Source: an optimization exercise on an open RTL-to-GDS flow (aim: small area, a short achievable clock period and few clock cycles per item). Production flows keep margins and buffers that such runs may drop.
In this exercise RTL edits were held to simulation tests only and were not proved equivalent to the original.

==> 12-24: inputs <==
## mm_core
module mm_core (
    input  wire        clk,
    input  wire        rst,              
    input  wire        d37c_mode,        
    input  wire [23:0] discrete_in_a,
    input  wire [23:0] discrete_in_b,
    input  wire [23:0] countdown_init,   
    output reg         mem_req,
    output reg         mem_we,
    output reg  [12:0] mem_addr,
    output reg  [23:0] mem_wdata,
    input  wire        mem_ready,
    input  wire [23:0] mem_rdata,
    output reg         retire,
    output reg         ret_telemetry,
    output wire [23:0] acc_a,
    output wire [23:0] acc_l,
    output wire [12:0] loc_i,
    output reg         halted,
    output reg         error,
    output reg  [23:0] discrete_out_a,
    output wire [15:0] voltage_out0,
    output wire [15:0] voltage_out1,
    output wire [15:0] voltage_out2,
    output reg  [1:0]  binary_out0,
    output reg  [1:0]  binary_out1,
    output reg  [1:0]  binary_out2,
    output reg  [2:0]  phase,
    output reg  [23:0] fine_countdown,
    output reg         countdown_enabled,
    output reg  [6:0]  current_sector,
    output reg  [31:0] cycle_count
);
Settings: LEC_CHECK=0, CAP_MARGIN=20, CORE_MARGIN=2, CORE_UTILIZATION=45, SETUP_SLACK_MARGIN=4.2, SLEW_MARGIN=20; clock period 9.0 ns.
run.sh (not shown) runs the stock make flow with config.mk's settings and CLKGATE_MAP_FILE= SYNTH_SCRIPT=/design/flow/synth_recipe.tcl, a recipe that flattens the netlist after the stock synthesis.
==> 08-06: changes against 12-24 <==
--- a/flow/design.v
+++ b/flow/design.v
@@ -22,27 +22,31 @@
     reg        smp;        
     reg        dz;         
     reg        ovf;        
     reg        sgn_q;      
     reg        sgn_r;      
     reg [22:0] opnd;       
     reg [23:0] hi;         
     reg [23:0] hc;         
-    reg [23:0] lc;         
+    reg        cin;        
     reg [45:0] lo;         
     reg [24:0] opnd3;      
     assign busy = busy_r;
     assign done = busy_r && (cnt == 5'd1);
+    wire        mfirst    = start && !busy_r;
     wire [22:0] a_mag     = a_in[22:0];
     wire [22:0] m_mag     = m_in[22:0];
-    wire [22:0] c_opnd    = opnd;
-    wire [7:0]  c_bits    = lo[7:0];
+    wire [22:0] opnd_in   = (op == OP_SMP) ? {14'd0, m_mag[22:14]} : m_mag;
+    wire [23:0] mplr_in   = (op == OP_SMP) ? {14'd0, a_mag[22:14], 1'b0} : {a_mag, 1'b0};
+    wire [22:0] c_opnd    = mfirst ? opnd_in : opnd;
+    wire [7:0]  c_bits    = mfirst ? mplr_in[7:0] : lo[7:0];
     wire [23:0] c_hi      = hi;
     wire [23:0] c_hc      = hc;
+    wire        c_cin     = cin;
     wire [31:0] pp0 = c_bits[0] ? {9'd0, c_opnd}       : 32'd0;
     wire [31:0] pp1 = c_bits[1] ? {8'd0, c_opnd, 1'b0} : 32'd0;
     wire [31:0] pp2 = c_bits[2] ? {7'd0, c_opnd, 2'b0} : 32'd0;
     wire [31:0] pp3 = c_bits[3] ? {6'd0, c_opnd, 3'b0} : 32'd0;
     wire [31:0] pp4 = c_bits[4] ? {5'd0, c_opnd, 4'b0} : 32'd0;
     wire [31:0] pp5 = c_bits[5] ? {4'd0, c_opnd, 5'b0} : 32'd0;
     wire [31:0] pp6 = c_bits[6] ? {3'd0, c_opnd, 6'b0} : 32'd0;
     wire [31:0] pp7 = c_bits[7] ? {2'd0, c_opnd, 7'b0} : 32'd0;
@@ -56,48 +60,49 @@
     wire [63:0] l1c = csa(pp6, pp7, ph);
     wire [63:0] l2a = csa(l1a[31:0], l1a[63:32], l1b[31:0]);
     wire [63:0] l2b = csa(l1b[63:32], l1c[31:0], l1c[63:32]);
     wire [63:0] l3a = csa(l2a[31:0], l2a[63:32], l2b[31:0]);
     wire [63:0] l4a = csa(l3a[31:0], l3a[63:32], l2b[63:32]);
     wire [63:0] l5a = csa(l4a[31:0], l4a[63:32], pc);
     wire [31:0] ms  = l5a[31:0];
     wire [31:0] mc  = l5a[63:32];
-    wire [47:0] mx1 = smp ? {8'd0, hi, lo[23:8]} : {hi, lo[23:0]};
-    wire [47:0] mx2 = smp ? {8'd0, hc, lc[23:8]} : {hc, lc};
-    wire [47:0] mfin = mx1 + mx2;      
+    wire [8:0]  mlow = {1'b0, ms[7:0]} + {1'b0, mc[7:0]} + {8'd0, c_cin};
+    wire [24:0] mfin = {hi, 1'b1} + {hc, cin};
     wire [24:0] dt  = {hi[22:0], lo[45:44]};
     wire [25:0] ds1 = {1'b0, dt} - {3'b000, opnd};
     wire [25:0] ds2 = {1'b0, dt} - {2'b00, opnd, 1'b0};
     wire [25:0] ds3 = {1'b0, dt} - {1'b0, opnd3};
     wire [1:0]  dq  = !ds3[25] ? 2'd3 : !ds2[25] ? 2'd2 : !ds1[25] ? 2'd1 : 2'd0;
     wire [22:0] d_r = !ds3[25] ? ds3[22:0] : !ds2[25] ? ds2[22:0] :
                       !ds1[25] ? ds1[22:0] : dt[22:0];
     wire [23:0] d8_d = {1'b0, hi[14:0], lo[45:38]} - {1'b0, opnd};
     wire        d8   = (hi[22:15] == 8'd0) && d8_d[23] && (cnt > 5'd4);
     always @(posedge clk) begin
         if (rst) begin
             busy_r <= 1'b0;
             cnt    <= 5'd0;
             hi     <= 24'd0;
             hc     <= 24'd0;
+            cin    <= 1'b0;
         end else if (start && !busy_r) begin
             busy_r <= 1'b1;
             is_div <= (op == OP_DIV);
             smp    <= (op == OP_SMP);
             dz     <= 1'b0;
             ovf    <= 1'b0;
             sgn_r  <= a_in[23];
             sgn_q  <= (op == OP_MPM) ? 1'b0 : (a_in[23] ^ m_in[23]);
-            cnt    <= (op == OP_SMP) ? 5'd3 : 5'd4;
+            hi     <= ms[31:8];
+            hc     <= mc[31:8];
+            cin    <= mlow[8];
+            cnt    <= (op == OP_SMP) ? 5'd2 : 5'd3;
+            opnd   <= opnd_in;
+            lo     <= {22'd0, mlow[7:0], mplr_in[23:8]};
             case (op)
-                OP_SMP: begin
-                    opnd <= {14'd0, m_mag[22:14]};
-                    lo   <= {36'd0, a_mag[22:14], 1'b0};
-                end
                 OP_DIV: begin
                     hi  <= 24'd0;
                     opnd <= m_mag;
                     opnd3 <= {2'b00, m_mag} + {1'b0, m_mag, 1'b0};
                     if (m_mag == 23'd0) begin
                         dz  <= 1'b1;
                         hi  <= a_in;
                         lo  <= {22'd0, l_in};
@@ -107,54 +112,57 @@
                         lo  <= {a_mag, l_in[22:0]};
                         cnt <= 5'd23;
                     end else begin
                         hi  <= {2'b00, a_mag[22:1]};
                         lo  <= {a_mag[0], l_in[22:0], 22'd0};
                         cnt <= 5'd12;
                     end
                 end
-                default: begin
-                    opnd <= m_mag;
-                    lo   <= {22'd0, a_mag, 1'b0};
-                end
+                default: ;
             endcase
         end else if (busy_r) begin
             if (is_div && d8) begin
                 hi <= {1'b0, hi[14:0], lo[45:38]};
                 lo <= {lo[37:0], 8'd0};
             end else if (is_div) begin
                 hi <= {1'b0, d_r};
                 lo <= {lo[43:0], dq};
             end else begin
                 hi  <= ms[31:8];
                 hc  <= mc[31:8];
-                lo  <= {22'd0, ms[7:0], lo[23:8]};
-                lc  <= {mc[7:0], lc[23:8]};
+                cin <= mlow[8];
+                lo  <= {22'd0, mlow[7:0], lo[23:8]};
             end
             cnt <= cnt - ((is_div && d8) ? 5'd4 : 5'd1);
             if (cnt == 5'd1) begin
                 busy_r <= 1'b0;
                 hi     <= 24'd0;
                 hc     <= 24'd0;
+                cin    <= 1'b0;
             end
         end
     end
     always @(*) begin
         if (dz) begin
             a_out = hi;
             l_out = lo[23:0];
             err   = 1'b1;
         end else if (is_div) begin
             a_out = {sgn_q, ovf ? 23'h7FFFFF : {lo[20:0], dq}};
             l_out = {sgn_r & (d_r != 23'd0), d_r};
             err   = ovf;
         end else begin
-            a_out = {sgn_q, mfin[46:24]};
-            l_out = {1'b0, mfin[23:1]};
+            if (smp) begin
+                a_out = {sgn_q, 23'd0};
+                l_out = {1'b0, mfin[8:1], lo[23:9]};
+            end else begin
+                a_out = {sgn_q, mfin[23:1]};
+                l_out = {1'b0, lo[23:1]};
+            end
             err   = 1'b0;
         end
     end
 endmodule
 module mm_core (
     input  wire        clk,
     input  wire        rst,              
     input  wire        d37c_mode,        
@@ -232,20 +240,16 @@
     localparam [3:0] S_F = 4'd0, S_O = 4'd1, S_X = 4'd8, S_M = 4'd3, S_W = 4'd4,
                      S_HALT = 4'd5, S_R = 4'd6, S_FL = 4'd7;
     reg  [3:0]  state;
     wire        in_x = state[3];
     reg  [23:0] a_r, l_r;       
     reg  [12:0] i_r;            
     reg  [23:0] ir;             
     reg  [9:0]  af;             
-    reg         mode;           
-    reg  [6:0]  fs_sec;         
-    reg  [5:0]  sf;             
-    reg         i_bulk;         
     reg  [23:0] mr;             
     reg  [8:0]  vo0, vo1, vo2;  
     assign acc_a = a_r;
     assign acc_l = l_r;
     assign loc_i = i_r;
     assign voltage_out0 = {7'd0, vo0};
     assign voltage_out1 = {7'd0, vo1};
     assign voltage_out2 = {7'd0, vo2};
@@ -253,19 +257,19 @@
     wire       flag = ir[19];
     wire [3:0] sp   = ir[18:15];
     wire [5:0] c    = ir[14:9];
     wire [6:0] s    = ir[8:2];
     wire [2:0] fc   = s[2:0];
     wire is_md      = af[9];    
     wire flag_store = flag && (is_md || (op == 4'd9) || (op >= 4'd12));
     wire fs_bulk    = flag_store && (fc == 3'd3);
-    wire c_bulk     = sf[0];
+    wire c_bulk     = is_bulk(c);
     wire is_sto     = (op == 4'd11);
-    wire sto_bulk   = sf[1];
+    wire sto_bulk   = is_sto && c_bulk;
     wire is_hpr     = (op == 4'd8) && (s[6:1] == 6'h09);
     reg  [36:0] we_r;           
     wire [24*37-1:0] lw_flat;
     reg  [36:0] lw_valid;
     always @(posedge clk) begin
         if (rst)
             lw_valid <= 37'd0;
         else
@@ -276,16 +280,17 @@
         for (g = 0; g < 37; g = g + 1) begin : loopw
             reg [23:0] w;
             always @(posedge clk)
                 if (we_r[g])
                     w <= a_r;
             assign lw_flat[g*24 +: 24] = w;
         end
     endgenerate
+    wire        i_bulk = is_bulk(i_r[12:7]);
     reg  [12:0] rd_addr;
     always @(*) begin
         if (state == S_F && !i_bulk)
             rd_addr = i_r;
         else if (state == S_FL)
             rd_addr = mr[14:2];
         else if (state == S_R)
             rd_addr = {c, s};
@@ -301,17 +306,17 @@
         for (k = 0; k < 37; k = k + 1)
             rd_or = rd_or | ({24{rd_sel[k] & lw_valid[k]}} & lw_flat[k*24 +: 24]);
     end
     wire        fwd     = |(we_r & rd_sel);
     wire [23:0] rd_word = fwd ? a_r : rd_or;
     wire [23:0] mv      = mr;    
     wire [1:0]  md_op = (op == 4'd5) ? 2'd0 :
                         (op == 4'd4) ? 2'd1 :
-                        mode    ? 2'd3 : 2'd2;
+                        d37c_mode    ? 2'd3 : 2'd2;
     wire        md_busy, md_done, md_err;
     wire [23:0] md_a, md_l;
     mm_muldiv u_md (
         .clk(clk), .rst(rst),
         .start(in_x && is_md), .op(md_op),
         .a_in(a_r), .l_in(l_r), .m_in(mv),
         .busy(md_busy), .done(md_done),
         .a_out(md_a), .l_out(md_l), .err(md_err)
@@ -367,21 +372,21 @@
     wire [47:0] rotl   = a_dbl << sh_n;
     wire [47:0] rotr   = a_dbl >> sh_n;
     reg  [23:0] sh_res;
     always @(*) begin
         case (sh_sub)
             4'd8:    sh_res = {a_hi << sh_n, a_lo << sh_n};
             4'd9:    sh_res = a_r << sh_n;
             4'd10:   sh_res = {a_hi << sh_n, a_lo};
-            4'd11:   sh_res = mode ? rotl[47:24] : {a_hi, a_lo << sh_n};
+            4'd11:   sh_res = d37c_mode ? rotl[47:24] : {a_hi, a_lo << sh_n};
             4'd12:   sh_res = {a_hi >> sh_n, a_lo >> sh_n};
             4'd13:   sh_res = a_r >> sh_n;
             4'd14:   sh_res = {a_hi >> sh_n, a_lo};
-            4'd15:   sh_res = mode ? rotr[23:0] : {a_hi, a_lo >> sh_n};
+            4'd15:   sh_res = d37c_mode ? rotr[23:0] : {a_hi, a_lo >> sh_n};
             default: sh_res = a_r;
         endcase
     end
     wire [5:0] sp_sub = s[6:1];      
     function [9:0] alu_dec(input [3:0] o);
         begin
             alu_dec    = 10'd0;
             alu_dec[9] = (o == 4'd4) || (o == 4'd5) || (o == 4'd7);
@@ -396,55 +401,41 @@
             alu_dec[8] = !(alu_dec[0] || alu_dec[1] || alu_dec[2] || alu_dec[3] ||
                            alu_dec[4] || alu_dec[6]);
         end
     endfunction
     reg [23:0] sp_res;   
     always @(*) begin
         sp_res = a_r;
         case (sp_sub)
-            6'h10: if (mode) sp_res = a_r | l_r;
+            6'h10: if (d37c_mode) sp_res = a_r | l_r;
             6'h11: sp_res = a_r & l_r;
             6'h12: sp_res = a_r | 24'h800000;
             6'h13: sp_res = a_r ^ 24'h800000;
             6'h14: sp_res = discrete_in_b;
             6'h15: sp_res = discrete_in_a;
             default: ;
         endcase
     end
     wire [23:0] scl_res  = {clamp12(a_hi, mv[23:12]), clamp12(a_lo, mv[11:0])};
     wire [23:0] lane_res = af[5] ? {a_hi - mv[23:12], a_lo - mv[11:0]}
                                  : {a_hi + mv[23:12], a_lo + mv[11:0]};
     wire [23:0] add_res  = sm_add(a_r, mv, af[7]);
     wire [23:0] x_a = ({24{af[0]}} & sh_res)  | ({24{af[1]}} & scl_res) |
                       ({24{af[2]}} & sp_res)  | ({24{af[3]}} & mv)      |
                       ({24{af[4]}} & lane_res) | ({24{af[6]}} & add_res) |
                       ({24{af[8]}} & a_r);
-    wire a_z = (a_r[22:0] == 23'd0);
-    function [5:0] seq_dec(input [23:0] w);
-        reg [3:0] o;
-        reg       cb, md, fsb;
-        begin
-            o   = w[23:20];
-            cb  = is_bulk(w[14:9]);
-            md  = (o == 4'd4) || (o == 4'd5) || (o == 4'd7);
-            fsb = w[19] && (md || (o == 4'd9) || (o >= 4'd12)) && (w[4:2] == 3'd3);
-            seq_dec = {o == 4'd2, o == 4'd6, o == 4'd10,
-                       !md && !(o == 4'd11 && cb) && !fsb && !(o == 4'd8 && w[8:3] == 6'h09),
-                       o == 4'd11 && cb, cb};
-        end
-    endfunction
-    wire tze_z      = sf[5] && mode;
-    wire taken_fast = sf[3] || (sf[4] && a_r[23]) || (sf[5] && !mode && a_r[23]);
-    wire taken      = taken_fast || (tze_z && a_z);
+    reg  a_z;    
+    wire taken = (op == 4'd10) ||
+                 (op == 4'd6 && a_r[23]) ||
+                 (op == 4'd2 && (d37c_mode ? a_z : a_r[23]));
     wire [12:0] next_i = taken ? {c, s} : {i_r[12:7], 3'd0, sp};
     wire        next_bulk = taken ? c_bulk : i_bulk;
-    wire        pf_bulk   = taken_fast ? c_bulk : i_bulk;    
     wire x_go    = in_x && !is_md && !(sto_bulk && !mem_ready);
-    wire x_pf    = in_x && sf[2] && !tze_z && pf_bulk;
+    wire x_pf    = in_x && !is_md && !sto_bulk && !fs_bulk && !is_hpr && next_bulk;
     wire m_fetch = (state == S_M) && !pf_have && !mf_bulk && i_bulk;
     wire m_opnd  = (state == S_M) && pf_have && !pf_opnd && !pf_hz && bulk_opnd(ir);
     wire wb      = (state == S_M) && md_done;
     always @(*) begin
         mem_req   = 1'b0;
         mem_we    = 1'b0;
         mem_addr  = {c, s};
         mem_wdata = a_r;
@@ -452,27 +443,27 @@
             S_F: begin
                 mem_req  = i_bulk;
                 mem_addr = i_r;
             end
             S_O: mem_req = 1'b1;
             S_X: begin
                 mem_req = sto_bulk || x_pf;
                 mem_we  = sto_bulk;
-                if (!(sto_bulk || taken_fast))
+                if (!(sto_bulk || taken))
                     mem_addr = {i_r[12:7], 3'd0, sp};
             end
             S_M: begin
                 mem_req = m_fetch || m_opnd;
                 if (m_fetch) mem_addr = i_r;
             end
             S_W: begin
                 mem_req  = 1'b1;
                 mem_we   = 1'b1;
-                mem_addr = {CH_FS, fs_sec};
+                mem_addr = {CH_FS, s - 7'd2};
             end
             default: ;
         endcase
     end
     reg [36:0] we_n;
     always @(*) begin
         we_n = 37'd0;
         if (wb && mf_en)
@@ -500,24 +491,21 @@
                                 : (in_x && (|(we_n & rd_sel) || (x_l_wr && rd_l)));
     wire [3:0] fw_next = fw_bulk_opnd ? S_O : (fw_loop_opnd && fw_hz) ? S_R : S_X;
     wire ce_next = (op == 4'd8 && sp_sub == 6'h18) ? 1'b0 :
                    (op == 4'd8 && sp_sub == 6'h19) ? 1'b1 : countdown_enabled;
     always @(posedge clk) begin
         if (rst) begin
             state             <= S_F;
             a_r               <= 24'd0;
+            a_z               <= 1'b1;
             l_r               <= 24'd0;
             i_r               <= 13'd0;
             ir                <= 24'd0;
             af                <= 10'h100;
-            mode              <= d37c_mode;
-            fs_sec            <= 7'd126;
-            sf                <= seq_dec(24'd0);
-            i_bulk            <= 1'b1;
             mr                <= 24'd0;
             retire            <= 1'b0;
             ret_telemetry     <= 1'b0;
             halted            <= 1'b0;
             error             <= 1'b0;
             discrete_out_a    <= 24'd0;
             vo0               <= 9'd0;
             vo1               <= 9'd0;
@@ -539,61 +527,57 @@
             pf_opnd           <= 1'b0;
             pf_hz             <= 1'b0;
         end else begin
             retire        <= 1'b0;
             ret_telemetry <= 1'b0;
             if (fetch_bus) begin
                 ir <= fw;
                 af <= alu_dec(fw[23:20]);
-                fs_sec <= fw[8:2] - 7'd2;
-                sf <= seq_dec(fw);
                 mr <= rd_word;
             end
             case (state)
                 S_F: begin
                     if (!i_bulk) begin
                         mr    <= rd_word;
                         state <= S_FL;
                     end else if (fetch_bus)
                         state <= fw_next;
                 end
                 S_FL: begin
                     ir    <= mr;
                     af    <= alu_dec(mr[23:20]);
-                    fs_sec <= mr[8:2] - 7'd2;
-                    sf    <= seq_dec(mr);
                     mr    <= rd_word;
                     state <= bulk_opnd(mr) ? S_O : S_X;
                 end
                 S_R: begin
                     mr    <= rd_word;
                     state <= S_X;
                 end
                 S_O: begin
                     if (mem_ready) begin
                         mr    <= mem_rdata;
                         state <= S_X;
                     end
                 end
                 S_X: begin
                     if (is_md) begin
                         i_r     <= next_i;
-                        i_bulk  <= next_bulk;
                         mf_en   <= flag_store;
                         mf_fc   <= fc;
                         mf_sec  <= s[3:0];
                         mf_bulk <= fs_bulk;
                         mf_tel  <= flag_store && (fc == 3'd2);
                         pf_have <= 1'b0;
                         pf_opnd <= 1'b0;
                         pf_hz   <= 1'b0;
                         state   <= S_M;
                     end else if (x_go) begin
                         a_r <= x_a;
+                        a_z <= (x_a[22:0] == 23'd0);
                         if (is_sto && c == CH_L)
                             l_r <= a_r;
                         if (flag_store && fc == 3'd5)
                             l_r <= x_a;
                         if (op == 4'd8) begin
                             case (sp_sub)
                                 6'h01: binary_out2 <= a_r[23:22];
                                 6'h04: binary_out0 <= a_r[23:22];
@@ -605,17 +589,16 @@
                                 6'h1E, 6'h1F: phase <= s[2:0];
                                 default: ;
                             endcase
                         end
                         countdown_enabled <= ce_next;
                         ret_telemetry     <= flag_store && (fc == 3'd2);
                         retire            <= 1'b1;
                         i_r               <= next_i;
-                        i_bulk            <= next_bulk;
                         current_sector    <= current_sector + 7'd1;
                         cycle_count       <= cycle_count + 32'd1;
                         if (ce_next && fine_countdown != 24'd0)
                             fine_countdown <= fine_countdown - 24'd1;
                         if (is_hpr) begin
                             halted <= 1'b1;
                             state  <= S_HALT;
                         end else if (fs_bulk)
@@ -633,16 +616,17 @@
                         pf_hz   <= fw_loop_opnd && fw_hz;
                     end
                     if (m_opnd && mem_ready) begin
                         mr      <= mem_rdata;
                         pf_opnd <= 1'b1;
                     end
                     if (wb) begin
                         a_r <= md_a;
+                        a_z <= (md_a[22:0] == 23'd0);
                         l_r <= (mf_en && mf_fc == 3'd5) ? md_a : md_l;
                         if (md_err) error <= 1'b1;
                         ret_telemetry  <= mf_tel;
                         retire         <= 1'b1;
                         current_sector <= current_sector + 7'd1;
                         cycle_count    <= cycle_count + 32'd1;
                         if (countdown_enabled && fine_countdown != 24'd0)
                             fine_countdown <= fine_countdown - 24'd1;
CORE_UTILIZATION = 65   (was 45)
PLACE_DENSITY = 0.72   (was unset)
SETUP_SLACK_MARGIN = 4.5   (was 4.2)
==> qor summary <==
|  | 12-24 | 08-06 |
|---|---|---|
| Outcome | no timing/DRC/antenna violations | did not finish |
| Stage where the flow stopped | - | global routing |
| Final HPWL DP | 299,000 um | 287,000 um |
| Area share of the largest cell type after synthesis | 36.3% | 35.9% |
| EDFF count, synth | 1,034 | 1,012 |
| Number of flip-flops and latches in the synthesized netlist | 1,410 | 1,377 |
| GP Congestion | 1.08 | 1.14 |
| Clock sink count | 1,410 | 1,377 |
| Placed standard-cell area | 92,000 um^2 | 90,300 um^2 |
| Chip width | 440 um | 365 um |
| Share of synthesized area spent on multiplexers | 2.82% | 2.69% |
| Sequential element share of the synthesized area | 45.1% | 44.6% |
| Area share of and/or/nand/nor cells after synthesis | 13.9% | 14.5% |
| Arithmetic-cell share of the synthesized area counting full adders, half adders and majority gates | 9.31% | 9.26% |
| Standard-cell row count | 160 | 132 |
| Xor and xnor area share after synthesis | 2.85% | 2.73% |
Testbench counts of 12-24, summed over its fixed seeds: cycles 250,912, items 112,666.
Testbench counts of 08-06, summed over its fixed seeds: cycles 237,244, items 112,666.

[afterwards: timing with drivers on the ports]
The results above use ideal ports. As a check the final layout listed here was re-extracted and re-timed, cells and wires unchanged. Step 1, drivers: a clkbuf_16 drives clk and a buf_2 each remaining input, both assumed. Step 2 moves the port delays by t, midway between the first and last clock arrival at a register: inputs arrive t later, outputs are due t later. That takes back most of the time a late clock gives input paths. Slacks: no drivers / after step 1 / after step 2; pairs: no drivers / after step 1.
run: 12-24
t (ns): 0.943
setup WS [ns]: 4.116 / 4.068 / 3.258
clock arrival spread, ns: 0.054 / 0.053
worst register clock-pin slew, ns: 0.07 / 0.07
After both steps 12-24 still meets setup and hold. For 12-24, drivers alone change the setup slack by -0.048 ns; drivers and shift together by -0.858 ns.
